This is an optimization exercise on Yosys and OpenROAD, whose aim is small area and a short achievable clock period, not a production implementation. In this exercise RTL edits were held to simulation tests only and were not proved equivalent to the original. Power is estimated from default activity; no workload was simulated.

==> flow/design.v (outline; a module is shown in full before it is edited, if it fits) <==
// module srve_fc420: 2425 lines
module srve_fc420 (
    input  wire       clk,
    input  wire       rst,
    input  wire [6:0] cfg_w,
    input  wire       in_valid,
    input  wire [7:0] in_r,
    input  wire [7:0] in_g,
    input  wire [7:0] in_b,
    output reg        y_valid,
    output reg  [7:0] y_data,
    output reg        c_valid,
    output reg  [7:0] u_data,
    output reg  [7:0] v_data
);
  // ...
==> flow/flow/run.sh <==
#!/bin/bash
set -euo pipefail
bash standard.sh synth > synth.log 2>&1
bash standard.sh SETUP_SLACK_MARGIN=6.8 'BUFFER_PORTS_ARGS=-buffer_cell sky130_fd_sc_hd__buf_4' finish > layout.log 2>&1
==> flow/standard.sh <==
#!/bin/bash
# synth_recipe.tcl (not shown) runs the flow's synth.tcl, then flattens the netlist and writes it again
# the make line also repeats each setting of config.mk as NAME=value (left out here)
make -C /OpenROAD-flow-scripts/flow DESIGN_CONFIG=/design/flow/config.mk WORK_HOME=/design/flow/orfs CLKGATE_MAP_FILE= SYNTH_SCRIPT=/design/flow/synth_recipe.tcl "${@:-finish}"
==> flow/config.mk <==
export PLATFORM = sky130hd
export DESIGN_NAME = srve_fc420
export DESIGN_NICKNAME = srve_fc420
export VERILOG_FILES = /design/flow/design.v
export SDC_FILE = /design/flow/constraint.sdc
export NUM_CORES = 4
export LEC_CHECK = 0
export CAP_MARGIN = 20
export CORE_MARGIN = 2
export CORE_UTILIZATION = 55
export CTS_CLUSTER_DIAMETER = 80
export CTS_CLUSTER_SIZE = 24
export SLEW_MARGIN = 20
==> flow/constraint.sdc <==
create_clock -name core_clock -period 10.0 [get_ports {clk}]
set_input_delay 2.0000 -clock core_clock [delete_from_list [all_inputs] [get_ports {clk}]]
set_output_delay 2.0000 -clock core_clock [all_outputs]
set_load 0.01 [all_outputs]
==> run notes, run 1 <==
- Sequential area share after synthesis: 66.4%
- Post-cts sizing count: 34
- Fill cells: 7210
- GRT busiest layer: met2
- Reg2reg start: tapsel[3]$_SDFFCE_PP0P_
- Met2 Use GR: 31.7%
- Setup crit end: ag[8]$_DFFE_PP_
- IO Count: 60
- Max Clk Rate: 314 MHz
- Port bufs: 57
- WP depth: 13
- Synth warn: 2
- Main synth FF type: edfxtp_1
- Layout Nets: 4044
- Leak: 22.1 nW
- Signal buffers share of area: 1.46%
- Core Area: 0.0936 mm²
- Post-synthesis cell count: 3298
- Critical hold path startpoint: line[10][15]$_DFFE_PP_
- Share of cells above drive strength 1: 7.31%
- Detailed-placement wirelength estimate: 64800 µm
- Number of remaining DRC errors: 0
- Sequential Power: 0.00697 W
- Fraction of area in multi-input gates: 27.5%
- Tap Count: 1254
- Total Power: 0.0176 W
- Peak supply drop: 0.000298 V
- Status: complete, no violations
- Unrepaired setup endpoints after global routing: yes
- Crit path cell chain: and2_1, buf_12, a22o_1, or4_4, inv_2, fa_1, inv_1, a21o_1, a21oi_1, o21bai_1, a21oi_2, o21ai_0, xnor2_1
- Global routing met1 resource utilization: 28.9%
- Die area: 0.0973 mm²
- Hold_ws: 412 ps
- Cell family with most CP delay: compound AO/OA/AOI/OAI gates
- M3 GR Usage: 2.80%
- Cell taking the most area after synthesis: edfxtp_1
- Initial core utilization: 55.7%
- Worst path max stage delay: 550 ps
- Max Used Layer: met4
- Clock Skew: 26.2 ps
- Root buffer cell: clkbuf_16
- Signal buffers: 96
==> inputs of run 2 (changes only) <==
--- a/flow/design.v
+++ b/flow/design.v
@@ -1206,20 +1206,24 @@
     end
     reg  [26:0] line [0:31];
     reg         shift;
     always @(posedge clk)
         shift <= in_valid & ~rst & ~rq & (ph ^ v0);
     wire [1:0]  seg = wlast[4:3];
     reg  [26:0] top;
     integer k;
+    reg [7:0] tso;
+    always @(posedge clk)
+        if (rq) tso <= 8'd0;
+        else if (v0 && ph && blk == wlast) tso <= odd ? 8'd0 : tapsel;
     always @(*) begin
         top = 27'd0;
         for (k = 0; k < 8; k = k + 1)
-            top = top | (line[24 + k] & {27{tapsel[k] & odd}});
+            top = top | (line[24 + k] & {27{tso[k]}});
     end
     reg [9:0] ar, ag, ab;        
     always @(posedge clk)
         if (v0 && !ph) begin
             ar <= {1'b0, top[26:18]} + {2'b0, r0};
             ag <= {1'b0, top[17:9]}  + {2'b0, g0};
             ab <= {1'b0, top[8:0]}   + {2'b0, b0};
         end
@@ -1232,21 +1236,22 @@
             line[0]  <= push;
             line[8]  <= (seg == 2'd2) ? push : line[7];
             line[16] <= (seg == 2'd1) ? push : line[15];
             line[24] <= (seg == 2'd0) ? push : line[23];
             for (k = 1; k < 32; k = k + 1)
                 if (k % 8 != 0) line[k] <= line[k - 1];
         end
     reg       cv1;
-    reg [9:0] R1, G1, B1;        
+    reg [9:0] R1, B1;            
+    reg [9:0] G1n;               
     always @(posedge clk) begin
         cv1 <= v0 & ph & odd & ~rq;
         R1  <= sr;
-        G1  <= sg;
+        G1n <= ~sg;
         B1  <= sb;
     end
     reg yv1, yv2, yv3, cv2, cv3, cv4;
     always @(posedge clk) begin
         yv1 <= v0 & ~rq;
         yv2 <= yv1 & ~rq;
         yv3 <= yv2 & ~rq;
         cv2 <= cv1 & ~rq;
@@ -1534,102 +1539,102 @@
         ya_q270 <= ya_c248;
         ya_q271 <= ya_c250;
         ya_q272 <= ya_ls255[21];
     end
     assign ua_s1 = ~R1[7] ^ ~R1[4];
     assign ua_c2 = ~R1[7] & ~R1[4];
     assign ua_s3 = ~R1[8] ^ ~R1[5] ^ ~R1[3];
     assign ua_c4 = (~R1[8] & ~R1[5]) | (~R1[3] & (~R1[8] ^ ~R1[5]));
-    assign ua_s5 = ~R1[1] ^ G1[8];
-    assign ua_c6 = ~R1[1] & G1[8];
+    assign ua_s5 = ~R1[1] ^ ~G1n[8];
+    assign ua_c6 = ~R1[1] & ~G1n[8];
     assign ua_s7 = ~R1[9] ^ ~R1[6] ^ ~R1[4];
     assign ua_c8 = (~R1[9] & ~R1[6]) | (~R1[4] & (~R1[9] ^ ~R1[6]));
-    assign ua_s9 = ~R1[2] ^ G1[9] ^ G1[7];
-    assign ua_c10 = (~R1[2] & G1[9]) | (G1[7] & (~R1[2] ^ G1[9]));
-    assign ua_s11 = ~G1[5] ^ ~G1[3] ^ ~G1[1];
-    assign ua_c12 = (~G1[5] & ~G1[3]) | (~G1[1] & (~G1[5] ^ ~G1[3]));
+    assign ua_s9 = ~R1[2] ^ ~G1n[9] ^ ~G1n[7];
+    assign ua_c10 = (~R1[2] & ~G1n[9]) | (~G1n[7] & (~R1[2] ^ ~G1n[9]));
+    assign ua_s11 = G1n[5] ^ G1n[3] ^ G1n[1];
+    assign ua_c12 = (G1n[5] & G1n[3]) | (G1n[1] & (G1n[5] ^ G1n[3]));
     assign ua_s13 = ~R1[7] ^ ~R1[5] ^ ~R1[3];
     assign ua_c14 = (~R1[7] & ~R1[5]) | (~R1[3] & (~R1[7] ^ ~R1[5]));
-    assign ua_s15 = G1[8] ^ ~G1[6] ^ ~G1[4];
-    assign ua_c16 = (G1[8] & ~G1[6]) | (~G1[4] & (G1[8] ^ ~G1[6]));
+    assign ua_s15 = ~G1n[8] ^ G1n[6] ^ G1n[4];
+    assign ua_c16 = (~G1n[8] & G1n[6]) | (G1n[4] & (~G1n[8] ^ G1n[6]));
     assign ua_s17 = ~R1[8] ^ ~R1[6] ^ ~R1[4];
     assign ua_c18 = (~R1[8] & ~R1[6]) | (~R1[4] & (~R1[8] ^ ~R1[6]));
-    assign ua_s19 = G1[9] ^ ~G1[7];
-    assign ua_c20 = G1[9] & ~G1[7];
+    assign ua_s19 = ~G1n[9] ^ G1n[7];
+    assign ua_c20 = ~G1n[9] & G1n[7];
     assign ua_s21 = ~R1[9] ^ ~R1[7];
     assign ua_c22 = ~R1[9] & ~R1[7];
     assign ua_s23 = ~R1[4] ^ ~R1[1];
     assign ua_c24 = ~R1[4] & ~R1[1];
     assign ua_s25 = ~R1[5] ^ ~R1[2] ^ ~R1[0];
     assign ua_c26 = (~R1[5] & ~R1[2]) | (~R1[0] & (~R1[5] ^ ~R1[2]));
-    assign ua_s27 = G1[5] ^ G1[3];
-    assign ua_c28 = G1[5] & G1[3];
+    assign ua_s27 = ~G1n[5] ^ ~G1n[3];
+    assign ua_c28 = ~G1n[5] & ~G1n[3];
     assign ua_s29 = ~R1[6] ^ ~R1[3] ^ ~R1[1];
     assign ua_c30 = (~R1[6] & ~R1[3]) | (~R1[1] & (~R1[6] ^ ~R1[3]));
-    assign ua_s31 = G1[6] ^ G1[4] ^ ~G1[2];
-    assign ua_c32 = (G1[6] & G1[4]) | (~G1[2] & (G1[6] ^ G1[4]));
-    assign ua_s33 = ~G1[0] ^ B1[6];
-    assign ua_c34 = ~G1[0] & B1[6];
-    assign ua_s35 = ~R1[2] ^ ~R1[0] ^ G1[7];
-    assign ua_c36 = (~R1[2] & ~R1[0]) | (G1[7] & (~R1[2] ^ ~R1[0]));
-    assign ua_s37 = G1[5] ^ ~G1[3] ^ ~G1[1];
-    assign ua_c38 = (G1[5] & ~G1[3]) | (~G1[1] & (G1[5] ^ ~G1[3]));
+    assign ua_s31 = ~G1n[6] ^ ~G1n[4] ^ G1n[2];
+    assign ua_c32 = (~G1n[6] & ~G1n[4]) | (G1n[2] & (~G1n[6] ^ ~G1n[4]));
+    assign ua_s33 = G1n[0] ^ B1[6];
+    assign ua_c34 = G1n[0] & B1[6];
+    assign ua_s35 = ~R1[2] ^ ~R1[0] ^ ~G1n[7];
+    assign ua_c36 = (~R1[2] & ~R1[0]) | (~G1n[7] & (~R1[2] ^ ~R1[0]));
+    assign ua_s37 = ~G1n[5] ^ G1n[3] ^ G1n[1];
+    assign ua_c38 = (~G1n[5] & G1n[3]) | (G1n[1] & (~G1n[5] ^ G1n[3]));
     assign ua_s39 = B1[7] ^ ~B1[1] ^ ua_s1;
     assign ua_c40 = (B1[7] & ~B1[1]) | (ua_s1 & (B1[7] ^ ~B1[1]));
-    assign ua_s41 = G1[6] ^ ~G1[4] ^ ~G1[2];
-    assign ua_c42 = (G1[6] & ~G1[4]) | (~G1[2] & (G1[6] ^ ~G1[4]));
-    assign ua_s43 = ~G1[0] ^ B1[8] ^ ~B1[2];
-    assign ua_c44 = (~G1[0] & B1[8]) | (~B1[2] & (~G1[0] ^ B1[8]));
+    assign ua_s41 = ~G1n[6] ^ G1n[4] ^ G1n[2];
+    assign ua_c42 = (~G1n[6] & G1n[4]) | (G1n[2] & (~G1n[6] ^ G1n[4]));
+    assign ua_s43 = G1n[0] ^ B1[8] ^ ~B1[2];
+    assign ua_c44 = (G1n[0] & B1[8]) | (~B1[2] & (G1n[0] ^ B1[8]));
     assign ua_s45 = ua_s3 ^ ua_s5 ^ ua_c2;
     assign ua_c46 = (ua_s3 & ua_s5) | (ua_c2 & (ua_s3 ^ ua_s5));
     assign ua_s47 = B1[9] ^ ~B1[3] ^ B1[0];
     assign ua_c48 = (B1[9] & ~B1[3]) | (B1[0] & (B1[9] ^ ~B1[3]));
     assign ua_s49 = 1'b1 ^ ua_s7 ^ ua_s9;
     assign ua_c50 = (1'b1 & ua_s7) | (ua_s9 & (1'b1 ^ ua_s7));
     assign ua_s51 = ua_s11 ^ ua_c4 ^ ua_c6;
     assign ua_c52 = (ua_s11 & ua_c4) | (ua_c6 & (ua_s11 ^ ua_c4));
-    assign ua_s53 = ~G1[2] ^ ~B1[4] ^ B1[1];
-    assign ua_c54 = (~G1[2] & ~B1[4]) | (B1[1] & (~G1[2] ^ ~B1[4]));
+    assign ua_s53 = G1n[2] ^ ~B1[4] ^ B1[1];
+    assign ua_c54 = (G1n[2] & ~B1[4]) | (B1[1] & (G1n[2] ^ ~B1[4]));
     assign ua_s55 = 1'b1 ^ ua_s13 ^ ua_s15;
     assign ua_c56 = (1'b1 & ua_s13) | (ua_s15 & (1'b1 ^ ua_s13));
     assign ua_s57 = ua_c8 ^ ua_c10 ^ ua_c12;
     assign ua_c58 = (ua_c8 & ua_c10) | (ua_c12 & (ua_c8 ^ ua_c10));
-    assign ua_s59 = ~G1[5] ^ ~G1[3] ^ ~B1[5];
-    assign ua_c60 = (~G1[5] & ~G1[3]) | (~B1[5] & (~G1[5] ^ ~G1[3]));
+    assign ua_s59 = G1n[5] ^ G1n[3] ^ ~B1[5];
+    assign ua_c60 = (G1n[5] & G1n[3]) | (~B1[5] & (G1n[5] ^ G1n[3]));
     assign ua_s61 = B1[2] ^ 1'b1 ^ ua_s17;
     assign ua_c62 = (B1[2] & 1'b1) | (ua_s17 & (B1[2] ^ 1'b1));
     assign ua_s63 = ua_s19 ^ ua_c14 ^ ua_c16;
     assign ua_c64 = (ua_s19 & ua_c14) | (ua_c16 & (ua_s19 ^ ua_c14));
-    assign ua_s65 = ~R1[5] ^ ~G1[8] ^ ~G1[6];
-    assign ua_c66 = (~R1[5] & ~G1[8]) | (~G1[6] & (~R1[5] ^ ~G1[8]));
-    assign ua_s67 = ~G1[4] ^ ~B1[6] ^ B1[3];
-    assign ua_c68 = (~G1[4] & ~B1[6]) | (B1[3] & (~G1[4] ^ ~B1[6]));
+    assign ua_s65 = ~R1[5] ^ G1n[8] ^ G1n[6];
+    assign ua_c66 = (~R1[5] & G1n[8]) | (G1n[6] & (~R1[5] ^ G1n[8]));
+    assign ua_s67 = G1n[4] ^ ~B1[6] ^ B1[3];
+    assign ua_c68 = (G1n[4] & ~B1[6]) | (B1[3] & (G1n[4] ^ ~B1[6]));
     assign ua_s69 = ua_s21 ^ ua_c18 ^ ua_c20;
     assign ua_c70 = (ua_s21 & ua_c18) | (ua_c20 & (ua_s21 ^ ua_c18));
-    assign ua_s71 = ~R1[8] ^ ~R1[6] ^ ~G1[9];
-    assign ua_c72 = (~R1[8] & ~R1[6]) | (~G1[9] & (~R1[8] ^ ~R1[6]));
-    assign ua_s73 = ~G1[7] ^ ~G1[5] ^ ~B1[7];
-    assign ua_c74 = (~G1[7] & ~G1[5]) | (~B1[7] & (~G1[7] ^ ~G1[5]));
+    assign ua_s71 = ~R1[8] ^ ~R1[6] ^ G1n[9];
+    assign ua_c72 = (~R1[8] & ~R1[6]) | (G1n[9] & (~R1[8] ^ ~R1[6]));
+    assign ua_s73 = G1n[7] ^ G1n[5] ^ ~B1[7];
+    assign ua_c74 = (G1n[7] & G1n[5]) | (~B1[7] & (G1n[7] ^ G1n[5]));
     assign ua_s75 = B1[4] ^ 1'b1 ^ ua_c22;
     assign ua_c76 = (B1[4] & 1'b1) | (ua_c22 & (B1[4] ^ 1'b1));
-    assign ua_s77 = ~R1[9] ^ ~R1[7] ^ ~G1[8];
-    assign ua_c78 = (~R1[9] & ~R1[7]) | (~G1[8] & (~R1[9] ^ ~R1[7]));
-    assign ua_s79 = ~G1[6] ^ ~B1[8] ^ B1[5];
-    assign ua_c80 = (~G1[6] & ~B1[8]) | (B1[5] & (~G1[6] ^ ~B1[8]));
-    assign ua_s81 = ~R1[8] ^ ~G1[9] ^ ~G1[7];
-    assign ua_c82 = (~R1[8] & ~G1[9]) | (~G1[7] & (~R1[8] ^ ~G1[9]));
-    assign ua_s83 = ~R1[3] ^ ~R1[0] ^ G1[3];
-    assign ua_c84 = (~R1[3] & ~R1[0]) | (G1[3] & (~R1[3] ^ ~R1[0]));
-    assign ua_s85 = G1[4] ^ G1[2] ^ ~G1[0];
-    assign ua_c86 = (G1[4] & G1[2]) | (~G1[0] & (G1[4] ^ G1[2]));
+    assign ua_s77 = ~R1[9] ^ ~R1[7] ^ G1n[8];
+    assign ua_c78 = (~R1[9] & ~R1[7]) | (G1n[8] & (~R1[9] ^ ~R1[7]));
+    assign ua_s79 = G1n[6] ^ ~B1[8] ^ B1[5];
+    assign ua_c80 = (G1n[6] & ~B1[8]) | (B1[5] & (G1n[6] ^ ~B1[8]));
+    assign ua_s81 = ~R1[8] ^ G1n[9] ^ G1n[7];
+    assign ua_c82 = (~R1[8] & G1n[9]) | (G1n[7] & (~R1[8] ^ G1n[9]));
+    assign ua_s83 = ~R1[3] ^ ~R1[0] ^ ~G1n[3];
+    assign ua_c84 = (~R1[3] & ~R1[0]) | (~G1n[3] & (~R1[3] ^ ~R1[0]));
+    assign ua_s85 = ~G1n[4] ^ ~G1n[2] ^ G1n[0];
+    assign ua_c86 = (~G1n[4] & ~G1n[2]) | (G1n[0] & (~G1n[4] ^ ~G1n[2]));
     assign ua_s87 = B1[4] ^ 1'b1;
     assign ua_c88 = B1[4] & 1'b1;
-    assign ua_s89 = ~G1[1] ^ B1[5] ^ 1'b1;
-    assign ua_c90 = (~G1[1] & B1[5]) | (1'b1 & (~G1[1] ^ B1[5]));
+    assign ua_s89 = G1n[1] ^ B1[5] ^ 1'b1;
+    assign ua_c90 = (G1n[1] & B1[5]) | (1'b1 & (G1n[1] ^ B1[5]));
     assign ua_s91 = ua_s25 ^ ua_s27 ^ ua_c24;
     assign ua_c92 = (ua_s25 & ua_s27) | (ua_c24 & (ua_s25 ^ ua_s27));
     assign ua_s93 = ~B1[0] ^ ua_s29 ^ ua_s31;
     assign ua_c94 = (~B1[0] & ua_s29) | (ua_s31 & (~B1[0] ^ ua_s29));
     assign ua_s95 = ua_s33 ^ ua_c26 ^ ua_c28;
     assign ua_c96 = (ua_s33 & ua_c26) | (ua_c28 & (ua_s33 ^ ua_c26));
     assign ua_s97 = ua_s35 ^ ua_s37 ^ ua_s39;
     assign ua_c98 = (ua_s35 & ua_s37) | (ua_s39 & (ua_s35 ^ ua_s37));
@@ -1662,26 +1667,26 @@
     assign ua_s125 = 1'b1 ^ ua_s77 ^ ua_s79;
     assign ua_c126 = (1'b1 & ua_s77) | (ua_s79 & (1'b1 ^ ua_s77));
     assign ua_s127 = ua_c72 ^ ua_c74 ^ ua_c76;
     assign ua_c128 = (ua_c72 & ua_c74) | (ua_c76 & (ua_c72 ^ ua_c74));
     assign ua_s129 = ~B1[9] ^ B1[6] ^ 1'b1;
     assign ua_c130 = (~B1[9] & B1[6]) | (1'b1 & (~B1[9] ^ B1[6]));
     assign ua_s131 = ua_s81 ^ ua_c78 ^ ua_c80;
     assign ua_c132 = (ua_s81 & ua_c78) | (ua_c80 & (ua_s81 ^ ua_c78));
-    assign ua_s133 = ~R1[9] ^ ~G1[8] ^ B1[7];
-    assign ua_c134 = (~R1[9] & ~G1[8]) | (B1[7] & (~R1[9] ^ ~G1[8]));
-    assign ua_s135 = ~R1[0] ^ G1[0];
-    assign ua_c136 = ~R1[0] & G1[0];
-    assign ua_s137 = ~R1[1] ^ G1[1];
-    assign ua_c138 = ~R1[1] & G1[1];
-    assign ua_s139 = ~R1[2] ^ G1[2] ^ G1[0];
-    assign ua_c140 = (~R1[2] & G1[2]) | (G1[0] & (~R1[2] ^ G1[2]));
-    assign ua_s141 = G1[1] ^ B1[3] ^ 1'b1;
-    assign ua_c142 = (G1[1] & B1[3]) | (1'b1 & (G1[1] ^ B1[3]));
+    assign ua_s133 = ~R1[9] ^ G1n[8] ^ B1[7];
+    assign ua_c134 = (~R1[9] & G1n[8]) | (B1[7] & (~R1[9] ^ G1n[8]));
+    assign ua_s135 = ~R1[0] ^ ~G1n[0];
+    assign ua_c136 = ~R1[0] & ~G1n[0];
+    assign ua_s137 = ~R1[1] ^ ~G1n[1];
+    assign ua_c138 = ~R1[1] & ~G1n[1];
+    assign ua_s139 = ~R1[2] ^ ~G1n[2] ^ ~G1n[0];
+    assign ua_c140 = (~R1[2] & ~G1n[2]) | (~G1n[0] & (~R1[2] ^ ~G1n[2]));
+    assign ua_s141 = ~G1n[1] ^ B1[3] ^ 1'b1;
+    assign ua_c142 = (~G1n[1] & B1[3]) | (1'b1 & (~G1n[1] ^ B1[3]));
     assign ua_s143 = ua_s23 ^ ua_s85 ^ ua_s87;
     assign ua_c144 = (ua_s23 & ua_s85) | (ua_s87 & (ua_s23 ^ ua_s85));
     assign ua_s145 = ua_s89 ^ ua_s91 ^ ua_c86;
     assign ua_c146 = (ua_s89 & ua_s91) | (ua_c86 & (ua_s89 ^ ua_s91));
     assign ua_s147 = ua_s93 ^ ua_s95 ^ ua_c90;
     assign ua_c148 = (ua_s93 & ua_s95) | (ua_c90 & (ua_s93 ^ ua_s95));
     assign ua_s149 = ua_s97 ^ ua_s99 ^ ua_c94;
     assign ua_c150 = (ua_s97 & ua_s99) | (ua_c94 & (ua_s97 ^ ua_s99));
@@ -1698,18 +1703,18 @@
     assign ua_s161 = ua_s121 ^ ua_s123 ^ ua_c118;
     assign ua_c162 = (ua_s121 & ua_s123) | (ua_c118 & (ua_s121 ^ ua_s123));
     assign ua_s163 = ua_s125 ^ ua_s127 ^ ua_c122;
     assign ua_c164 = (ua_s125 & ua_s127) | (ua_c122 & (ua_s125 ^ ua_s127));
     assign ua_s165 = ua_s129 ^ ua_s131 ^ ua_c126;
     assign ua_c166 = (ua_s129 & ua_s131) | (ua_c126 & (ua_s129 ^ ua_s131));
     assign ua_s167 = ua_c82 ^ ua_s133 ^ ua_c130;
     assign ua_c168 = (ua_c82 & ua_s133) | (ua_c130 & (ua_c82 ^ ua_s133));
-    assign ua_s169 = ~G1[9] ^ B1[8] ^ 1'b1;
-    assign ua_c170 = (~G1[9] & B1[8]) | (1'b1 & (~G1[9] ^ B1[8]));
+    assign ua_s169 = G1n[9] ^ B1[8] ^ 1'b1;
+    assign ua_c170 = (G1n[9] & B1[8]) | (1'b1 & (G1n[9] ^ B1[8]));
     assign ua_s226 = ua_q171 ^ 1'b1;
     assign ua_c227 = ua_q171 & 1'b1;
     assign ua_s228 = ua_q173 ^ ua_q174 ^ ua_q175;
     assign ua_c229 = (ua_q173 & ua_q174) | (ua_q175 & (ua_q173 ^ ua_q174));
     assign ua_s230 = ua_q176 ^ ua_q177 ^ ua_q178;
     assign ua_c231 = (ua_q176 & ua_q177) | (ua_q178 & (ua_q176 ^ ua_q177));
     assign ua_s232 = ua_q179 ^ ua_q180 ^ ua_q181;
     assign ua_c233 = (ua_q179 & ua_q180) | (ua_q181 & (ua_q179 ^ ua_q180));
@@ -1902,120 +1907,120 @@
         ua_q361 <= ua_c335;
         ua_q362 <= ua_c337;
         ua_q363 <= ua_c339;
         ua_q364 <= ua_c341;
         ua_q365 <= ua_c343;
         ua_q366 <= ua_c345;
         ua_q367 <= ua_ls350[21];
     end
-    assign va_s1 = ~R1[7] ^ ~R1[1] ^ ~G1[6];
-    assign va_c2 = (~R1[7] & ~R1[1]) | (~G1[6] & (~R1[7] ^ ~R1[1]));
-    assign va_s3 = ~R1[8] ^ ~R1[2] ^ ~G1[7];
-    assign va_c4 = (~R1[8] & ~R1[2]) | (~G1[7] & (~R1[8] ^ ~R1[2]));
+    assign va_s1 = ~R1[7] ^ ~R1[1] ^ G1n[6];
+    assign va_c2 = (~R1[7] & ~R1[1]) | (G1n[6] & (~R1[7] ^ ~R1[1]));
+    assign va_s3 = ~R1[8] ^ ~R1[2] ^ G1n[7];
+    assign va_c4 = (~R1[8] & ~R1[2]) | (G1n[7] & (~R1[8] ^ ~R1[2]));
     assign va_s5 = ~R1[9] ^ ~R1[3] ^ R1[0];
     assign va_c6 = (~R1[9] & ~R1[3]) | (R1[0] & (~R1[9] ^ ~R1[3]));
-    assign va_s7 = ~G1[8] ^ ~G1[6];
-    assign va_c8 = ~G1[8] & ~G1[6];
-    assign va_s9 = ~R1[4] ^ R1[1] ^ ~G1[9];
-    assign va_c10 = (~R1[4] & R1[1]) | (~G1[9] & (~R1[4] ^ R1[1]));
-    assign va_s11 = ~G1[7] ^ ~G1[5] ^ B1[9];
-    assign va_c12 = (~G1[7] & ~G1[5]) | (B1[9] & (~G1[7] ^ ~G1[5]));
+    assign va_s7 = G1n[8] ^ G1n[6];
+    assign va_c8 = G1n[8] & G1n[6];
+    assign va_s9 = ~R1[4] ^ R1[1] ^ G1n[9];
+    assign va_c10 = (~R1[4] & R1[1]) | (G1n[9] & (~R1[4] ^ R1[1]));
+    assign va_s11 = G1n[7] ^ G1n[5] ^ B1[9];
+    assign va_c12 = (G1n[7] & G1n[5]) | (B1[9] & (G1n[7] ^ G1n[5]));
     assign va_s13 = ~R1[5] ^ R1[2] ^ R1[0];
     assign va_c14 = (~R1[5] & R1[2]) | (R1[0] & (~R1[5] ^ R1[2]));
-    assign va_s15 = ~G1[8] ^ ~G1[6] ^ ~G1[0];
-    assign va_c16 = (~G1[8] & ~G1[6]) | (~G1[0] & (~G1[8] ^ ~G1[6]));
+    assign va_s15 = G1n[8] ^ G1n[6] ^ G1n[0];
+    assign va_c16 = (G1n[8] & G1n[6]) | (G1n[0] & (G1n[8] ^ G1n[6]));
     assign va_s17 = ~R1[6] ^ R1[3] ^ R1[1];
     assign va_c18 = (~R1[6] & R1[3]) | (R1[1] & (~R1[6] ^ R1[3]));
-    assign va_s19 = ~G1[9] ^ ~G1[7];
-    assign va_c20 = ~G1[9] & ~G1[7];
+    assign va_s19 = G1n[9] ^ G1n[7];
+    assign va_c20 = G1n[9] & G1n[7];
     assign va_s21 = ~R1[7] ^ R1[4] ^ R1[2];
     assign va_c22 = (~R1[7] & R1[4]) | (R1[2] & (~R1[7] ^ R1[4]));
     assign va_s23 = ~R1[8] ^ R1[5];
     assign va_c24 = ~R1[8] & R1[5];
-    assign va_s25 = ~R1[3] ^ ~G1[2];
-    assign va_c26 = ~R1[3] & ~G1[2];
-    assign va_s27 = ~R1[4] ^ ~G1[3];
-    assign va_c28 = ~R1[4] & ~G1[3];
-    assign va_s29 = ~R1[5] ^ ~G1[4] ^ ~G1[2];
-    assign va_c30 = (~R1[5] & ~G1[4]) | (~G1[2] & (~R1[5] ^ ~G1[4]));
-    assign va_s31 = ~G1[0] ^ ~B1[6];
-    assign va_c32 = ~G1[0] & ~B1[6];
-    assign va_s33 = ~R1[6] ^ ~R1[0] ^ ~G1[5];
-    assign va_c34 = (~R1[6] & ~R1[0]) | (~G1[5] & (~R1[6] ^ ~R1[0]));
-    assign va_s35 = ~G1[3] ^ ~G1[1] ^ ~B1[7];
-    assign va_c36 = (~G1[3] & ~G1[1]) | (~B1[7] & (~G1[3] ^ ~G1[1]));
+    assign va_s25 = ~R1[3] ^ G1n[2];
+    assign va_c26 = ~R1[3] & G1n[2];
+    assign va_s27 = ~R1[4] ^ G1n[3];
+    assign va_c28 = ~R1[4] & G1n[3];
+    assign va_s29 = ~R1[5] ^ G1n[4] ^ G1n[2];
+    assign va_c30 = (~R1[5] & G1n[4]) | (G1n[2] & (~R1[5] ^ G1n[4]));
+    assign va_s31 = G1n[0] ^ ~B1[6];
+    assign va_c32 = G1n[0] & ~B1[6];
+    assign va_s33 = ~R1[6] ^ ~R1[0] ^ G1n[5];
+    assign va_c34 = (~R1[6] & ~R1[0]) | (G1n[5] & (~R1[6] ^ ~R1[0]));
+    assign va_s35 = G1n[3] ^ G1n[1] ^ ~B1[7];
+    assign va_c36 = (G1n[3] & G1n[1]) | (~B1[7] & (G1n[3] ^ G1n[1]));
     assign va_s37 = B1[5] ^ B1[3];
     assign va_c38 = B1[5] & B1[3];
-    assign va_s39 = ~G1[4] ^ ~G1[2] ^ ~B1[8];
-    assign va_c40 = (~G1[4] & ~G1[2]) | (~B1[8] & (~G1[4] ^ ~G1[2]));
+    assign va_s39 = G1n[4] ^ G1n[2] ^ ~B1[8];
+    assign va_c40 = (G1n[4] & G1n[2]) | (~B1[8] & (G1n[4] ^ G1n[2]));
     assign va_s41 = B1[6] ^ B1[4] ^ ~B1[2];
     assign va_c42 = (B1[6] & B1[4]) | (~B1[2] & (B1[6] ^ B1[4]));
     assign va_s43 = B1[0] ^ 1'b1 ^ va_s1;
     assign va_c44 = (B1[0] & 1'b1) | (va_s1 & (B1[0] ^ 1'b1));
-    assign va_s45 = ~G1[5] ^ ~G1[3] ^ ~B1[9];
-    assign va_c46 = (~G1[5] & ~G1[3]) | (~B1[9] & (~G1[5] ^ ~G1[3]));
+    assign va_s45 = G1n[5] ^ G1n[3] ^ ~B1[9];
+    assign va_c46 = (G1n[5] & G1n[3]) | (~B1[9] & (G1n[5] ^ G1n[3]));
     assign va_s47 = B1[7] ^ B1[5] ^ ~B1[3];
     assign va_c48 = (B1[7] & B1[5]) | (~B1[3] & (B1[7] ^ B1[5]));
     assign va_s49 = B1[1] ^ va_s3 ^ va_c2;
     assign va_c50 = (B1[1] & va_s3) | (va_c2 & (B1[1] ^ va_s3));
-    assign va_s51 = ~G1[4] ^ B1[8] ^ B1[6];
-    assign va_c52 = (~G1[4] & B1[8]) | (B1[6] & (~G1[4] ^ B1[8]));
+    assign va_s51 = G1n[4] ^ B1[8] ^ B1[6];
+    assign va_c52 = (G1n[4] & B1[8]) | (B1[6] & (G1n[4] ^ B1[8]));
     assign va_s53 = ~B1[4] ^ B1[2] ^ ~B1[0];
     assign va_c54 = (~B1[4] & B1[2]) | (~B1[0] & (~B1[4] ^ B1[2]));
     assign va_s55 = va_s5 ^ va_s7 ^ va_c4;
     assign va_c56 = (va_s5 & va_s7) | (va_c4 & (va_s5 ^ va_s7));
     assign va_s57 = B1[7] ^ ~B1[5] ^ B1[3];
     assign va_c58 = (B1[7] & ~B1[5]) | (B1[3] & (B1[7] ^ ~B1[5]));
     assign va_s59 = ~B1[1] ^ 1'b1 ^ va_s9;
     assign va_c60 = (~B1[1] & 1'b1) | (va_s9 & (~B1[1] ^ 1'b1));
     assign va_s61 = va_s11 ^ va_c6 ^ va_c8;
     assign va_c62 = (va_s11 & va_c6) | (va_c8 & (va_s11 ^ va_c6));
     assign va_s63 = B1[8] ^ ~B1[6] ^ B1[4];
     assign va_c64 = (B1[8] & ~B1[6]) | (B1[4] & (B1[8] ^ ~B1[6]));
     assign va_s65 = ~B1[2] ^ 1'b1 ^ va_s13;
     assign va_c66 = (~B1[2] & 1'b1) | (va_s13 & (~B1[2] ^ 1'b1));
     assign va_s67 = va_s15 ^ va_c10 ^ va_c12;
     assign va_c68 = (va_s15 & va_c10) | (va_c12 & (va_s15 ^ va_c10));
-    assign va_s69 = ~G1[1] ^ B1[9] ^ ~B1[7];
-    assign va_c70 = (~G1[1] & B1[9]) | (~B1[7] & (~G1[1] ^ B1[9]));
+    assign va_s69 = G1n[1] ^ B1[9] ^ ~B1[7];
+    assign va_c70 = (G1n[1] & B1[9]) | (~B1[7] & (G1n[1] ^ B1[9]));
     assign va_s71 = B1[5] ^ ~B1[3] ^ va_s17;
     assign va_c72 = (B1[5] & ~B1[3]) | (va_s17 & (B1[5] ^ ~B1[3]));
     assign va_s73 = va_s19 ^ va_c14 ^ va_c16;
     assign va_c74 = (va_s19 & va_c14) | (va_c16 & (va_s19 ^ va_c14));
-    assign va_s75 = ~G1[8] ^ ~G1[2] ^ ~B1[8];
-    assign va_c76 = (~G1[8] & ~G1[2]) | (~B1[8] & (~G1[8] ^ ~G1[2]));
+    assign va_s75 = G1n[8] ^ G1n[2] ^ ~B1[8];
+    assign va_c76 = (G1n[8] & G1n[2]) | (~B1[8] & (G1n[8] ^ G1n[2]));
     assign va_s77 = B1[6] ^ ~B1[4] ^ 1'b1;
     assign va_c78 = (B1[6] & ~B1[4]) | (1'b1 & (B1[6] ^ ~B1[4]));
     assign va_s79 = va_s21 ^ va_c18 ^ va_c20;
     assign va_c80 = (va_s21 & va_c18) | (va_c20 & (va_s21 ^ va_c18));
-    assign va_s81 = R1[3] ^ ~G1[9] ^ ~G1[3];
-    assign va_c82 = (R1[3] & ~G1[9]) | (~G1[3] & (R1[3] ^ ~G1[9]));
+    assign va_s81 = R1[3] ^ G1n[9] ^ G1n[3];
+    assign va_c82 = (R1[3] & G1n[9]) | (G1n[3] & (R1[3] ^ G1n[9]));
     assign va_s83 = ~B1[9] ^ B1[7] ^ ~B1[5];
     assign va_c84 = (~B1[9] & B1[7]) | (~B1[5] & (~B1[9] ^ B1[7]));
     assign va_s85 = 1'b1 ^ va_s23 ^ va_c22;
     assign va_c86 = (1'b1 & va_s23) | (va_c22 & (1'b1 ^ va_s23));
     assign va_s87 = ~R1[9] ^ R1[6] ^ R1[4];
     assign va_c88 = (~R1[9] & R1[6]) | (R1[4] & (~R1[9] ^ R1[6]));
-    assign va_s89 = ~G1[4] ^ B1[8] ^ ~B1[6];
-    assign va_c90 = (~G1[4] & B1[8]) | (~B1[6] & (~G1[4] ^ B1[8]));
+    assign va_s89 = G1n[4] ^ B1[8] ^ ~B1[6];
+    assign va_c90 = (G1n[4] & B1[8]) | (~B1[6] & (G1n[4] ^ B1[8]));
     assign va_s91 = 1'b1 ^ va_c24;
     assign va_c92 = 1'b1 & va_c24;
-    assign va_s93 = R1[7] ^ R1[5] ^ ~G1[5];
-    assign va_c94 = (R1[7] & R1[5]) | (~G1[5] & (R1[7] ^ R1[5]));
-    assign va_s95 = ~R1[1] ^ ~G1[0];
-    assign va_c96 = ~R1[1] & ~G1[0];
-    assign va_s97 = ~R1[2] ^ ~G1[1];
-    assign va_c98 = ~R1[2] & ~G1[1];
-    assign va_s99 = ~G1[0] ^ ~B1[4] ^ B1[2];
-    assign va_c100 = (~G1[0] & ~B1[4]) | (B1[2] & (~G1[0] ^ ~B1[4]));
+    assign va_s93 = R1[7] ^ R1[5] ^ G1n[5];
+    assign va_c94 = (R1[7] & R1[5]) | (G1n[5] & (R1[7] ^ R1[5]));
+    assign va_s95 = ~R1[1] ^ G1n[0];
+    assign va_c96 = ~R1[1] & G1n[0];
+    assign va_s97 = ~R1[2] ^ G1n[1];
+    assign va_c98 = ~R1[2] & G1n[1];
+    assign va_s99 = G1n[0] ^ ~B1[4] ^ B1[2];
+    assign va_c100 = (G1n[0] & ~B1[4]) | (B1[2] & (G1n[0] ^ ~B1[4]));
     assign va_s101 = B1[0] ^ 1'b1;
     assign va_c102 = B1[0] & 1'b1;
-    assign va_s103 = ~G1[1] ^ ~B1[5] ^ B1[3];
-    assign va_c104 = (~G1[1] & ~B1[5]) | (B1[3] & (~G1[1] ^ ~B1[5]));
+    assign va_s103 = G1n[1] ^ ~B1[5] ^ B1[3];
+    assign va_c104 = (G1n[1] & ~B1[5]) | (B1[3] & (G1n[1] ^ ~B1[5]));
     assign va_s105 = B1[1] ^ va_s27 ^ va_c26;
     assign va_c106 = (B1[1] & va_s27) | (va_c26 & (B1[1] ^ va_s27));
     assign va_s107 = B1[4] ^ B1[2] ^ ~B1[0];
     assign va_c108 = (B1[4] & B1[2]) | (~B1[0] & (B1[4] ^ B1[2]));
     assign va_s109 = va_s29 ^ va_s31 ^ va_c28;
     assign va_c110 = (va_s29 & va_s31) | (va_c28 & (va_s29 ^ va_s31));
     assign va_s111 = ~B1[1] ^ va_s33 ^ va_s35;
     assign va_c112 = (~B1[1] & va_s33) | (va_s35 & (~B1[1] ^ va_s33));
@@ -2056,26 +2061,26 @@
     assign va_s147 = va_s87 ^ va_s89 ^ va_s91;
     assign va_c148 = (va_s87 & va_s89) | (va_s91 & (va_s87 ^ va_s89));
     assign va_s149 = va_c82 ^ va_c84 ^ va_c86;
     assign va_c150 = (va_c82 & va_c84) | (va_c86 & (va_c82 ^ va_c84));
     assign va_s151 = B1[9] ^ ~B1[7] ^ va_s93;
     assign va_c152 = (B1[9] & ~B1[7]) | (va_s93 & (B1[9] ^ ~B1[7]));
     assign va_s153 = va_c88 ^ va_c90 ^ va_c92;
     assign va_c154 = (va_c88 & va_c90) | (va_c92 & (va_c88 ^ va_c90));
-    assign va_s155 = R1[8] ^ R1[6] ^ ~G1[6];
-    assign va_c156 = (R1[8] & R1[6]) | (~G1[6] & (R1[8] ^ R1[6]));
+    assign va_s155 = R1[8] ^ R1[6] ^ G1n[6];
+    assign va_c156 = (R1[8] & R1[6]) | (G1n[6] & (R1[8] ^ R1[6]));
     assign va_s157 = ~B1[8] ^ va_c94;
     assign va_c158 = ~B1[8] & va_c94;
-    assign va_s159 = R1[9] ^ R1[7] ^ ~G1[7];
-    assign va_c160 = (R1[9] & R1[7]) | (~G1[7] & (R1[9] ^ R1[7]));
+    assign va_s159 = R1[9] ^ R1[7] ^ G1n[7];
+    assign va_c160 = (R1[9] & R1[7]) | (G1n[7] & (R1[9] ^ R1[7]));
     assign va_s161 = ~B1[9] ^ 1'b1;
     assign va_c162 = ~B1[9] & 1'b1;
-    assign va_s163 = R1[8] ^ ~G1[8];
-    assign va_c164 = R1[8] & ~G1[8];
+    assign va_s163 = R1[8] ^ G1n[8];
+    assign va_c164 = R1[8] & G1n[8];
     assign va_s165 = ~B1[2] ^ B1[0];
     assign va_c166 = ~B1[2] & B1[0];
     assign va_s167 = ~B1[3] ^ B1[1] ^ va_s97;
     assign va_c168 = (~B1[3] & B1[1]) | (va_s97 & (~B1[3] ^ B1[1]));
     assign va_s169 = va_s25 ^ va_s99 ^ va_s101;
     assign va_c170 = (va_s25 & va_s99) | (va_s101 & (va_s25 ^ va_s99));
     assign va_s171 = va_s103 ^ va_s105 ^ va_c100;
     assign va_c172 = (va_s103 & va_s105) | (va_c100 & (va_s103 ^ va_s105));
@@ -2104,18 +2109,18 @@
     assign va_s195 = va_s151 ^ va_s153 ^ va_c148;
     assign va_c196 = (va_s151 & va_s153) | (va_c148 & (va_s151 ^ va_s153));
     assign va_s197 = va_s155 ^ va_s157 ^ va_c152;
     assign va_c198 = (va_s155 & va_s157) | (va_c152 & (va_s155 ^ va_s157));
     assign va_s199 = va_s159 ^ va_s161 ^ va_c156;
     assign va_c200 = (va_s159 & va_s161) | (va_c156 & (va_s159 ^ va_s161));
     assign va_s201 = 1'b1 ^ va_s163 ^ va_c160;
     assign va_c202 = (1'b1 & va_s163) | (va_c160 & (1'b1 ^ va_s163));
-    assign va_s203 = R1[9] ^ ~G1[9] ^ 1'b1;
-    assign va_c204 = (R1[9] & ~G1[9]) | (1'b1 & (R1[9] ^ ~G1[9]));
+    assign va_s203 = R1[9] ^ G1n[9] ^ 1'b1;
+    assign va_c204 = (R1[9] & G1n[9]) | (1'b1 & (R1[9] ^ G1n[9]));
     assign va_s268 = va_q206 ^ va_q207;
     assign va_c269 = va_q206 & va_q207;
     assign va_s270 = 1'b1 ^ va_q208 ^ va_q209;
     assign va_c271 = (1'b1 & va_q208) | (va_q209 & (1'b1 ^ va_q208));
     assign va_s272 = va_q210 ^ va_q211 ^ va_q212;
     assign va_c273 = (va_q210 & va_q211) | (va_q212 & (va_q210 ^ va_q211));
     assign va_s274 = va_q213 ^ va_q214 ^ va_q215;
     assign va_c275 = (va_q213 & va_q214) | (va_q215 & (va_q213 ^ va_q214));
==> flow/flow/run.sh (replaced) <==
#!/bin/bash
set -euo pipefail
bash standard.sh synth > synth.log 2>&1
bash standard.sh SETUP_SLACK_MARGIN=6.9 'BUFFER_PORTS_ARGS=-buffer_cell sky130_fd_sc_hd__buf_4' finish > layout.log 2>&1
==> run 2 against run 1 <==
Flip-flop and latch count grew 8. Register-to-register slack improved by 160 ps. Sequential share of layout area increased by 0.16 points. Worst hold slack lost 6.9 ps. Total power is 1.6% lower. Non-clock buffer count is 6 lower. Clock skew is 4.0 ps higher. Cell count fell by 0.17%. Global-route usage about the same. Synthesized area fell by 0.17%. Critical path depth decreased by 12. Combinational power is 5.9% lower. Largest cell class unchanged. Largest power group unchanged.
==> run notes, run 2 <==
- Mean Syn Cell Area: 15.9 µm² (was 15.8 µm²)
- Cell family with most CP delay: flip-flops (was compound AO/OA/AOI/OAI gates)
- Crit path cell chain: buf_6 (was and2_1, buf_12, a22o_1, or4_4, inv_2, fa_1, inv_1, a21o_1, a21oi_1, o21bai_1, a21oi_2, o21ai_0, xnor2_1)
- CTS Buf Count: 67 (was 66)
- Met2 routed WL: 43200 µm (was 44200 µm)
- WP data arrival: 1100 ps (was 3560 ps)
- GRT Total Usage: 19.8% (about the same)
- Routed vias/inst: 5.20 (was 5.22)
- IO Count: 60 (unchanged)
- Global-route wire length before repair: 147000 µm (was 148000 µm)
- Post-synth EDFFs: 907 (unchanged)
- Most frequent cell after synthesis: edfxtp_1 (unchanged)
- Type of origin of the critical path: register (unchanged)
- Vias in the first global route: 25300 (was 26000)
- Layout Nets: 4028 (was 4044)
- Main synth FF type: edfxtp_1 (unchanged)
- Post-Syn Area: 0.0521 mm² (was 0.0522 mm²)
- Die width: 312 µm (about the same)
- Final setup violation count: 0 (unchanged)
- CP max-delay cell: dfxtp_2 (was or4_4)
- Initial antenna violation count: 6 (was 5)
- Unrepaired setup endpoints after global routing: yes (unchanged)
- Commonest non-fill, non-tap cells in the layout: edfxtp_1, inv_1, dfxtp_1 (unchanged)
- Commonest non-fill, non-tap cell in the layout: edfxtp_1 (unchanged)
- Via count: 24500 (was 24600)
- Flops & latches, synth: 1284 (was 1276)
- Syn nets: 3913 (was 3928)
- Unique masters post-synth: 57 (was 66)
- Max Used Layer: met5 (was met4)
- Crit end category: primary output (was register)
- CP Buf/Inv Count: 1 (was 3)
- Number of antenna-violating nets in the routed design: 0 (unchanged)
- Met1 WL: 44500 µm (was 43400 µm)
- Leak: 22.1 nW (about the same)
- Die area: 0.0971 mm² (was 0.0973 mm²)
- Sequential area share after synthesis: 66.8% (was 66.4%)
- Worst hold-check path type: register to register (unchanged)
- Most frequent cells after synthesis: edfxtp_1, inv_1, dfxtp_1 (unchanged)
- Relative slew slack: 22.4% (was 19.7%)
- Global route overflow: 0 (unchanged)
- Pin slew with the least headroom to its limit: 1160 ps (was 1200 ps)
- CP required: 8000 ps (was 10380 ps)
- Post-synth ARST share: 0% (unchanged)
- Largest registers: line (864), p0 (11) (unchanged)
- Placer Congestion: 0.864 (was 0.878)
- Hold Buf Count CTS: 0 (unchanged)
- Worst path max stage delay: 330 ps (was 550 ps)
- Synth top area share: 52.3% (was 52.2%)
- Kind of critical path: register to primary output (was register to register)
- DR WL met3: 4440 µm (was 3800 µm)
- Synth warn: 2 (unchanged)
- Max FO, Critical Path: 1 (was 26)
- Fin crit share: 31.0% (was 31.9%)
- Initial core utilization: 55.6% (was 55.7%)
- Detailed-placement wirelength estimate: 63400 µm (was 64800 µm)
- Share of cells above drive strength 1: 8.05% (was 7.31%)
- Antenna fix cells: 0 (was 1)
- Clk Latency, worst-skew pair: 660 ps (about the same)
- Cell taking the most area after synthesis: edfxtp_1 (unchanged)
- Largest register FFs: 864 (unchanged)
- Max_cap viols: 0 (unchanged)
- Status: complete, no violations (unchanged)
- Final hold vios: 0 (unchanged)
- Post-synthesis cell count: 3283 (was 3298)
- WL per Instance: 20.0 µm (was 19.9 µm)
- Minimum clock period: 3100 ps (was 3190 ps)
- Worst Hold Depth: 0 (unchanged)
- Port bufs: 57 (unchanged)
- Clock-pin slew on the worst setup and hold paths: 90 ps (about the same)
- Number of remaining DRC errors: 0 (unchanged)
- Setup TNS Final: 0 ps (unchanged)
- Clock buffer depth: 3 (unchanged)
- Core Area: 0.0936 mm² (unchanged)
- CTS tree: built (unchanged)
- WP depth: 1 (was 13)
- Iter 0 DRT Violations: 2032 (was 1839)
- Max Clk Rate: 323 MHz (was 314 MHz)
- Num Clock Sinks: 1284 (was 1276)
- Largest cells by area after synthesis: edfxtp_1, dfxtp_1, fa_1 (unchanged)
- Largest register by flop count: line (unchanged)
- Area added between synthesis and finish: 9.00% (was 8.43%)
- Clock Skew: 30.3 ps (was 26.2 ps)
- Worst reg2reg path depth: 13 (unchanged)
- Slew Limit Fails: 0 (unchanged)
- Hold_ws: 405 ps (was 412 ps)
- Height of the chip: 312 µm (about the same)
- Cell Rows: 112 (unchanged)
- Peak supply drop: 0.000175 V (was 0.000298 V)
- Total power density per cell area: 304 mW/mm² (was 311 mW/mm²)
- Root buffer cell: clkbuf_16 (unchanged)
- Pre-antenna DRT Iters: 5 (unchanged)
- H-tree depth: 3 (unchanged)
- Pin count of the biggest net entering global routing: 207 (was 194)
- Post-Route WL: 94200 µm (was 93900 µm)
-- run 2: cell types whose count changed after synthesis, moves of 7 or more --
cell and delta:
a21o_1 -9, a22oi_1 +7, and2_1 -12, clkbuf_1 -10, dfxtp_1 +8, nand3_1 +11, o21ai_1 -19, o31ai_1 +8
-- run 2: per-stage QoR --
| step | total power, W | utilization (%) | cell area (µm²) | setup slack [ps] | instances |
|---|---|---|---|---|---|
| global placement | 0.0141 | 57.8 | 54100 | 6360 | 4571 |
| CTS | 0.0175 | 60.4 | 56500 | 6820 | 4697 |
| detailed placement | 0.0143 | 57.8 | 54100 | 6330 | 4571 |
| finish | 0.0173 | 60.6 | 56800 | 6900 | 4707 |
| global route | 0.0190 | 60.6 | 56800 | 6800 | 4707 |
| floorplan | 0.0123 | - | 52100 | 3370 | 3283 |
-- run 2: logic make-up (layout without fill, tap and decap cells) --
logic type	count (synthesis)	after routing	synth area share (%)
multiplexers	7	7	0.149
adder cells (fa/ha/maj)	596	596	19.0
buffers and inverters	564	734	4.07
AO/OA/AOI/OAI	414	414	5.24
XOR/XNOR	117	117	1.97
flip-flops	1284	1284	66.8
AND/OR/NAND/NOR	301	301	2.74
-- run 2: layer usage --
| metal | vias up | GRT usage [%] |
|---|---|---|
| met5 | - | 0 |
| met4 | 2 | 5.42 |
| met3 | 126 | 2.76 |
| met2 | 479 | 30.7 |
| met1 | 12400 | 29.7 |
| li1 | 11500 | - |
-- run 2: layout make-up --
| type | count | area [µm²] |
|---|---|---|
| fillers | 7142 | 36900 |
| flip-flops and latches | 1284 | 34900 |
| multi-input cells | 1435 | 15300 |
| inverters | 520 | 1960 |
| clock buffers | 106 | 1900 |
| well taps | 1254 | 1570 |
| repair buffers | 90 | 890 |
| clock inverters | 18 | 283 |
-- run 2: worst paths after layout --
kind,start,end,slack [ps]
worst max-delay path,c_valid$_DFF_P_,c_valid,6900
worst min-delay path,ua_q280$_DFF_P_,ua_q366$_DFF_P_,410
worst max register to register,tso[2]$_SDFFE_PP0P_,ab[8]$_DFFE_PP_,6970
worst min register to register,ua_q280$_DFF_P_,ua_q366$_DFF_P_,410
-- run 2: report_power, final --
part	leakage (nW)	total (W)	switching (W)	internal, W
clock network	1.05	0.00310	0.00166	0.00145
registers	11.4	0.00698	0.000449	0.00653
logic	9.63	0.00719	0.00393	0.00327
-- run 2: what timing repair did --
item                                    in CTS  in global routing
gates resized for setup                     73                 38
pin swaps                                    0                  6
buffers inserted                             2                  8
cloned                                       0                  1
endpoints found under the setup margin     302                245
==> inputs of run 3 (changes only) <==
==> flow/flow/run.sh (replaced) <==
#!/bin/bash
set -euo pipefail
bash standard.sh synth > synth.log 2>&1
bash standard.sh SETUP_SLACK_MARGIN=7.0 'BUFFER_PORTS_ARGS=-buffer_cell sky130_fd_sc_hd__buf_4' finish > layout.log 2>&1
==> run 3 against run 2 <==
Synthesized cell count did not move. Count of clock-buffer cells in the layout shrank 2. Sequential share of layout area about the same. Die area unchanged. Cell count rose by 0.21%. Register-to-register slack better by 120 ps. Wire length rose by 0.38%. Critical path type unchanged. Clock skew hardly changed. Sequential power about the same. Largest cell class unchanged.
==> run notes, run 3 <==
- Part of the power in registers: 40.6% (was 40.4%)
- Clock Skew: 30.3 ps (about the same)
- Sw Pwr: 0.00603 W (was 0.00604 W)
- WP data arrival: 1110 ps (was 1100 ps)
- Sequential cell area: 0.0349 mm² (about the same)
- WL per Instance: 20.0 µm (about the same)
- Largest cells by area after synthesis: edfxtp_1, dfxtp_1, fa_1 (unchanged)
- Crit path cell chain: buf_6 (unchanged)
- CP max-delay cell: dfxtp_2 (unchanged)
- Largest register by flop count: line (unchanged)
- CP Buf/Inv Count: 1 (unchanged)
- Worst hold-check path type: register to register (unchanged)
- Iter 0 DRT Violations: 1970 (was 2032)
- Minimum clock period: 3110 ps (was 3100 ps)
- Clock-pin slew on the worst setup and hold paths: 90 ps (about the same)
- Multi-input logic area: 0.0154 mm² (was 0.0153 mm²)
- Fin crit share: 31.1% (was 31.0%)
- Layout Nets: 4042 (was 4028)
- Global route overflow: 0 (unchanged)
- Largest register FFs: 864 (unchanged)
- Height of the chip: 312 µm (unchanged)
- Largest registers: line (864), p0 (11) (unchanged)
- CP required: 8000 ps (about the same)
- GRT Total Usage: 20.1% (was 19.8%)
- Number of antenna-violating nets in the routed design: 0 (unchanged)
- Synth Area in Compound Gates: 5.24% (unchanged)
- H-tree depth: 3 (unchanged)
- Combinational power share: 42.1% (was 41.6%)
- Routed vias/inst: 5.24 (was 5.20)
- Core Area: 0.0936 mm² (unchanged)
- Fill cells: 7191 (was 7142)
- Global-route wire length before repair: 149000 µm (was 147000 µm)
- Relative slew slack: 26.1% (was 22.4%)
- Post-Synth Simple-Gate Area: 2.74% (unchanged)
- Placer Congestion: 0.857 (was 0.864)
- Syn nets: 3913 (unchanged)
- Main combinational cell family by area after synthesis: adder cells (unchanged)
- Util after Layout: 60.8% (was 60.6%)
- Most frequent cells after synthesis: edfxtp_1, inv_1, dfxtp_1 (unchanged)
- Antenna fix cells: 0 (unchanged)
- Adder-cell area share of the yosys netlist: 19.0% (unchanged)
- Most frequent cell after synthesis: edfxtp_1 (unchanged)
- Max FO, Critical Path: 1 (unchanged)
- Post-synth EDFFs: 907 (unchanged)
- Total Power: 0.0172 W (was 0.0173 W)
- Cell taking the most area after synthesis: edfxtp_1 (unchanged)
- Clk Latency, worst-skew pair: 660 ps (about the same)
- Share of cells above drive strength 1: 9.50% (was 8.05%)
- Synth Area in XOR/XNOR: 1.97% (unchanged)
- CTS tree: built (unchanged)
- Status: complete, no violations (unchanged)
- Leak: 22.1 nW (about the same)
- Post-synth ARST share: 0% (unchanged)
- Cell Rows: 112 (unchanged)
- Crit end category: primary output (unchanged)
- IO Count: 60 (unchanged)
- Post-Route WL: 94600 µm (was 94200 µm)
- Commonest non-fill, non-tap cells in the layout: edfxtp_1, inv_1, fa_1 (was edfxtp_1, inv_1, dfxtp_1)
- Num Clock Sinks: 1284 (unchanged)
- Port bufs: 57 (unchanged)
- Clock buffer depth: 3 (unchanged)
- Initial antenna violation count: 2 (was 6)
- Max Clk Rate: 322 MHz (was 323 MHz)
- Initial core utilization: 55.6% (unchanged)
- Commonest non-fill, non-tap cell in the layout: edfxtp_1 (unchanged)
- Final setup violation count: 0 (unchanged)
- Via count: 24700 (was 24500)
- Mux share of post-synthesis cell area: 0.149% (unchanged)
- Unrepaired setup endpoints after global routing: yes (unchanged)
- Flops & latches, synth: 1284 (unchanged)
- Peak supply drop: 0.000161 V (was 0.000175 V)
- Setup TNS Final: 0 ps (unchanged)
- Synth warn: 2 (unchanged)
- Pin slew with the least headroom to its limit: 1110 ps (was 1160 ps)
- Cell family with most CP delay: flip-flops (unchanged)
- Final hold vios: 0 (unchanged)
- CTS Buf Count: 66 (was 67)
- Number of remaining DRC errors: 0 (unchanged)
- Main synth FF type: edfxtp_1 (unchanged)
- Sequential area share after synthesis: 66.8% (unchanged)
- Worst path max stage delay: 330 ps (about the same)
- Final worst slack: 6890 ps (was 6900 ps)
- Vias in the first global route: 25500 (was 25300)
- Type of origin of the critical path: register (unchanged)
- Total power density per cell area: 303 mW/mm² (was 304 mW/mm²)
- Synth top area share: 52.3% (unchanged)
- Post-synthesis cell count: 3283 (unchanged)
- Max_cap viols: 0 (unchanged)
- Pint: 0.0112 W (about the same)
- Clk pwr share: 17.3% (was 18.0%)
- Die width: 312 µm (unchanged)
- Area added between synthesis and finish: 9.22% (was 9.00%)
- Kind of critical path: register to primary output (unchanged)
- Unique masters post-synth: 57 (unchanged)
- Root buffer cell: clkbuf_16 (unchanged)
- Slew Limit Fails: 0 (unchanged)
- Switching portion of total power: 35.0% (was 34.9%)
- Detailed-placement wirelength estimate: 64400 µm (was 63400 µm)
- Mean Syn Cell Area: 15.9 µm² (unchanged)
- Place WS: 6360 ps (was 6330 ps)
- Die area: 0.0971 mm² (unchanged)
- Pin count of the biggest net entering global routing: 206 (was 207)
- Pre-antenna DRT Iters: 5 (unchanged)
- Post-Syn Area: 0.0521 mm² (unchanged)
==> run 3: cell counts after synthesis <==
Identical to the previous run, type by type.
==> run 3: area by class of cell <==
type / instances / share of cell area (%)
Inverter: 520 / 3.48
Clock inverter: 15 / 0.275
Timing Repair Buffer: 105 / 1.74
Multi-Input combinational cell: 1435 / 27.0
Clock buffer: 104 / 3.32
Tap cell: 1254 / 2.76
Sequential cell: 1284 / 61.4
==> run 3: per-stage QoR <==
stage	cell area [µm²]	instances	hold WS (ps)
2_1_floorplan	52100	3283	372
3_3_place_gp	54200	4573	400
3_5_place_dp	54200	4573	405
4_1_cts	56600	4702	417
5_1_grt	56900	4717	396
6_report	56900	4717	398
==> run 3: what timing repair did <==
action	in CTS	in global routing
setup buffers	10	15
hold buffers	0	0
gates resized for setup	98	71
pin swaps	6	18
setup endpoints to repair	186	135
==> run 3: path summary, 6_finish.rpt <==
| kind | startpoint | endpoint | slack, ps | cells past startpoint |
|---|---|---|---|---|
| min reg2reg | ua_q280$_DFF_P_ | ua_q366$_DFF_P_ | 400 | 0 |
| max | y_valid$_DFF_P_ | y_valid | 6890 | 1 |
| max reg2reg | G1n[7]$_DFF_P_ | va_q229$_DFF_P_ | 7090 | 6 |
| min | ua_q280$_DFF_P_ | ua_q366$_DFF_P_ | 400 | 0 |
==> run 3: logic make-up (layout without fill, tap and decap cells) <==
logic type,Yosys count,in the layout
adder cells (fa/ha/maj),596,596
XOR/XNOR,117,117
AND/OR/NAND/NOR,301,301
flip-flops,1284,1284
AO/OA/AOI/OAI,414,414
multiplexers,7,7
buffers and inverters,564,744
==> run 3: per-layer routing <==
| layer | part of all wire (%) | wire [µm] | GRT usage (%) | vias up |
|---|---|---|---|---|
| li1 | - | - | - | 11500 |
| met1 | 47 | 44700 | 30.0 | 12600 |
| met2 | 46 | 43800 | 31.0 | 433 |
| met3 | 3.7 | 3510 | 2.91 | 136 |
| met4 | 2.7 | 2570 | 5.54 | 0 |
| met5 | 0 | 0 | 0 | - |
==> run 3: power groups by stage <==
stage,Combinational (W),Sequential [W],Clock [W]
after floorplan,0.00527,0.00701,0
after global placement,0.00704,0.00708,0
after detailed placement,0.00717,0.00710,0
after CTS,0.00732,0.00700,0.00310
after global routing,0.00857,0.00707,0.00327
final,0.00726,0.00699,0.00298
==> inputs of run 4 (changes only) <==
--- a/flow/config.mk
+++ b/flow/config.mk
@@ -8,6 +8,6 @@
 export CAP_MARGIN = 20
 export CORE_MARGIN = 2
 export CORE_UTILIZATION = 55
-export CTS_CLUSTER_DIAMETER = 80
-export CTS_CLUSTER_SIZE = 24
+export CTS_CLUSTER_DIAMETER = 60
+export CTS_CLUSTER_SIZE = 28
 export SLEW_MARGIN = 20
==> run 4 against run 3 <==
Wire length rose by 1.2%. Worst setup slack got worse by 15 ps. Global-route usage rose by 0.082 points. Clock skew rose by 10 ps. Via count rose by 0.95%. First-iteration DRC count rose by 12%. Critical endpoint unchanged. Largest power group unchanged. Highest routed layer unchanged.
==> run notes, run 4 <==
- Initial core utilization: 55.6% (unchanged)
- Routed vias/inst: 5.22 (was 5.24)
- Worst reg2reg path depth: 5 (was 6)
- Placer Congestion: 0.857 (unchanged)
- GRT Total Usage: 20.1% (about the same)
- Most frequent cells after synthesis: edfxtp_1, inv_1, dfxtp_1 (unchanged)
- Largest register FFs: 864 (unchanged)
- Peak supply drop: 0.000180 V (was 0.000161 V)
- Cell Rows: 112 (unchanged)
- CTS Buf Count: 93 (was 66)
- Post-synth EDFFs: 907 (unchanged)
- Die width: 312 µm (unchanged)
- Critical hold path startpoint: ua_q280$_DFF_P_ (unchanged)
- Relative slew slack: 20.5% (was 26.1%)
- Via count: 24900 (was 24700)
- Number of remaining DRC errors: 0 (unchanged)
- Sequential area share after synthesis: 66.8% (unchanged)
- Unrepaired setup endpoints after global routing: yes (unchanged)
- Switching portion of total power: 35.3% (was 35.0%)
- Fin crit share: 31.2% (was 31.1%)
- Global route overflow: 0 (unchanged)
- Post-Synth Simple-Gate Area: 2.74% (unchanged)
- Fill cells: 7034 (was 7191)
- WP data arrival: 1120 ps (was 1110 ps)
- Sw Pwr: 0.00648 W (was 0.00603 W)
- WL per Instance: 20.0 µm (about the same)
- Reg-to-reg setup timing slack: 7100 ps (was 7090 ps)
- Post-synthesis cell count: 3283 (unchanged)
- Combinational power share: 39.6% (was 42.1%)
- Most frequent cell after synthesis: edfxtp_1 (unchanged)
- Clock buffer depth: 3 (unchanged)
- Max Clk Rate: 320 MHz (was 322 MHz)
- Worst Hold Depth: 0 (unchanged)
- Worst path max stage delay: 330 ps (about the same)
- Type of origin of the critical path: register (unchanged)
- Unique masters post-synth: 57 (unchanged)
- Kind of critical path: register to primary output (unchanged)
- CP required: 8000 ps (about the same)
- Num Clock Sinks: 1284 (unchanged)
- Die area: 0.0971 mm² (unchanged)
- Minimum clock period: 3120 ps (was 3110 ps)
- Clk pwr share: 22.3% (was 17.3%)
- Cell taking the most area after synthesis: edfxtp_1 (unchanged)
- Largest cells by area after synthesis: edfxtp_1, dfxtp_1, fa_1 (unchanged)
- Final setup violation count: 0 (unchanged)
- Setup TNS Final: 0 ps (unchanged)
- CP Buf/Inv Count: 1 (unchanged)
- Total Power: 0.0184 W (was 0.0172 W)
- Status: complete, no violations (unchanged)
- Leak: 22.8 nW (was 22.1 nW)
- Commonest non-fill, non-tap cells in the layout: edfxtp_1, inv_1, fa_1 (unchanged)
- Adder-cell area share of the yosys netlist: 19.0% (unchanged)
- Number of antenna-violating nets in the routed design: 0 (unchanged)
- Synth warn: 2 (unchanged)
- Largest registers: line (864), p0 (11) (unchanged)
- Root buffer cell: clkbuf_16 (unchanged)
- Max FO, Critical Path: 1 (unchanged)
- Pin slew with the least headroom to its limit: 1190 ps (was 1110 ps)
- Slew Limit Fails: 0 (unchanged)
- Synth top area share: 52.3% (unchanged)
- RR Endpoint: ua_q195$_DFF_P_ (was va_q229$_DFF_P_)
- Cell family with most CP delay: flip-flops (unchanged)
- Global-route wire length before repair: 149000 µm (about the same)
- Post-synth ARST share: 0% (unchanged)
- Total power density per cell area: 315 mW/mm² (was 303 mW/mm²)
- Final hold vios: 0 (unchanged)
- Crit path cell chain: buf_6 (unchanged)
- Layout Nets: 4072 (was 4042)
- Max_cap viols: 0 (unchanged)
- Core Area: 0.0936 mm² (unchanged)
- Iter 0 DRT Violations: 2211 (was 1970)
- Crit end category: primary output (unchanged)
- Post-Syn Area: 0.0521 mm² (unchanged)
- IO Count: 60 (unchanged)
- Worst hold-check path type: register to register (unchanged)
- CP max-delay cell: dfxtp_2 (unchanged)
- Height of the chip: 312 µm (unchanged)
- Clock Skew: 40.5 ps (was 30.3 ps)
- Part of the power in registers: 38.1% (was 40.6%)
- Initial antenna violation count: 7 (was 2)
- Detailed-placement wirelength estimate: 64400 µm (unchanged)
- H-tree depth: 3 (unchanged)
- Area added between synthesis and finish: 12.0% (was 9.22%)
- Pin count of the biggest net entering global routing: 206 (unchanged)
- Main synth FF type: edfxtp_1 (unchanged)
- Flops & latches, synth: 1284 (unchanged)
- Port bufs: 57 (unchanged)
- Mean Syn Cell Area: 15.9 µm² (unchanged)
- Mux share of post-synthesis cell area: 0.149% (unchanged)
- Clk Latency, worst-skew pair: 690 ps (was 660 ps)
- Synth Area in XOR/XNOR: 1.97% (unchanged)
- Clock-pin slew on the worst setup and hold paths: 90 ps (about the same)
- Largest register by flop count: line (unchanged)
- Vias in the first global route: 25600 (was 25500)
- CTS tree: built (unchanged)
- Synth Area in Compound Gates: 5.24% (unchanged)
- Main combinational cell family by area after synthesis: adder cells (unchanged)
- Reg2reg start: R1[8]$_DFF_P_ (was G1n[7]$_DFF_P_)
- Hold path endpoint: ua_q366$_DFF_P_ (unchanged)
- Pint: 0.0119 W (was 0.0112 W)
- Pre-antenna DRT Iters: 5 (unchanged)
- Post-Route WL: 95700 µm (was 94600 µm)
- Share of cells above drive strength 1: 11.9% (was 9.50%)
- Commonest non-fill, non-tap cell in the layout: edfxtp_1 (unchanged)
- Syn nets: 3913 (unchanged)
-- run 4: cell counts after synthesis --
Identical to the previous run, type by type.
-- run 4: cell type report --
class                   instances  area, µm²  area share (%)
flip-flops and latches       1284      34900            59.9
multi-input cells            1435      15400            26.3
clock buffers                 102       2440            4.19
inverters                     520       1980            3.39
well taps                    1254       1570            2.69
repair buffers                108       1050            1.80
clock inverters                73        995            1.71
diodes                          1       2.50         0.00429
-- run 4: worst max-delay path by stage --
stage,startpoint,to,slack (ps),cells after the start
3_5_place_dp,in_r[0],p0[8]$_DFF_P_,6360,10
4_1_cts,c_valid$_DFF_P_,c_valid,6840,1
3_3_place_gp,in_r[0],p0[8]$_DFF_P_,6350,10
6_report,y_valid$_DFF_P_,y_valid,6880,1
5_1_grt,y_valid$_DFF_P_,y_valid,6830,1
2_1_floorplan,shift$_DFF_P_,line[0][0]$_DFFE_PP_,3370,0
-- run 4: what timing repair did --
action,CTS,global route
cloned,0,2
gates resized for setup,94,79
hold buffers,0,0
setup buffers,10,16
setup endpoints to repair,138,422
pin swaps,6,19
-- run 4: cells by family (layout without fill, tap and decap cells) --
kind of cell	Yosys count	in the layout
multiplexers	7	7
AND/OR/NAND/NOR	301	301
buffers and inverters	564	803
flip-flops	1284	1284
XOR/XNOR	117	117
adder cells (fa/ha/maj)	596	596
AO/OA/AOI/OAI	414	414
other	0	1
-- run 4: per-layer routing --
layer | up-vias | GRT usage [%] | share of wire [%]
met5 | - | 0 | 0
met4 | 0 | 5.82 | 2.4
met3 | 116 | 3.17 | 4.8
met2 | 512 | 31.2 | 46
met1 | 12700 | 29.8 | 46
li1 | 11600 | - | -
-- run 4: power by group through the flow --
stage               combinational, W  sequential, W  clock (W)
global route                 0.00859        0.00707    0.00441
finish                       0.00727        0.00699    0.00409
CTS                          0.00733        0.00701    0.00422
floorplan                    0.00527        0.00701          0
detailed placement           0.00717        0.00710          0
global placement             0.00704        0.00708          0
-- run 4: per-stage QoR --
stage	worst slack, ps	instances	util (%)	hold WS, ps	instance area, µm²
6_report	6880	4777	62.3	390	58300
5_1_grt	6830	4776	62.3	399	58300
4_1_cts	6840	4758	61.9	413	58000
3_5_place_dp	6360	4573	57.9	405	54200
3_3_place_gp	6350	4573	57.9	400	54200
2_1_floorplan	3370	3283	-	372	52100

## afterwards: timing with drivers on the ports
The flow's constraints put no driver on any port. The routed layouts listed below were extracted and timed again, unchanged, in two steps. Step 1 (the two cells are an assumption about what drives the block):
set clk [get_ports {clk}]
set_driving_cell -lib_cell sky130_fd_sc_hd__clkbuf_16 $clk
set_driving_cell -lib_cell sky130_fd_sc_hd__buf_2 [delete_from_list [all_inputs] $clk]
Step 2 times the ports against the registers' clock, not the clock port: input delays grow and output delays shrink by t, the midpoint of the rising clock arrivals with the driver on. a / b / c = no drivers / after step 1 / after step 2; a / b = the first two.
| run | shift t [ns] | setup slack, ns | clock arrival spread, ns | pins driven straight from the clock port |
|---|---|---|---|---|
| run 1 | 0.704 | 6.815 / 6.815 / 6.501 | 0.029 / 0.029 | 1 |
| run 2 | 0.708 | 6.905 / 6.841 / 6.344 | 0.041 / 0.041 | 1 |
| run 3 | 0.719 | 6.894 / 6.823 / 6.395 | 0.042 / 0.042 | 1 |
| run 4 | 0.735 | 6.879 / 6.815 / 6.413 | 0.048 / 0.048 | 1 |
After both steps every run listed still meets setup and hold. For run 2, which loses most, drivers alone change the setup slack by -0.064 ns; drivers and shift together by -0.561 ns.
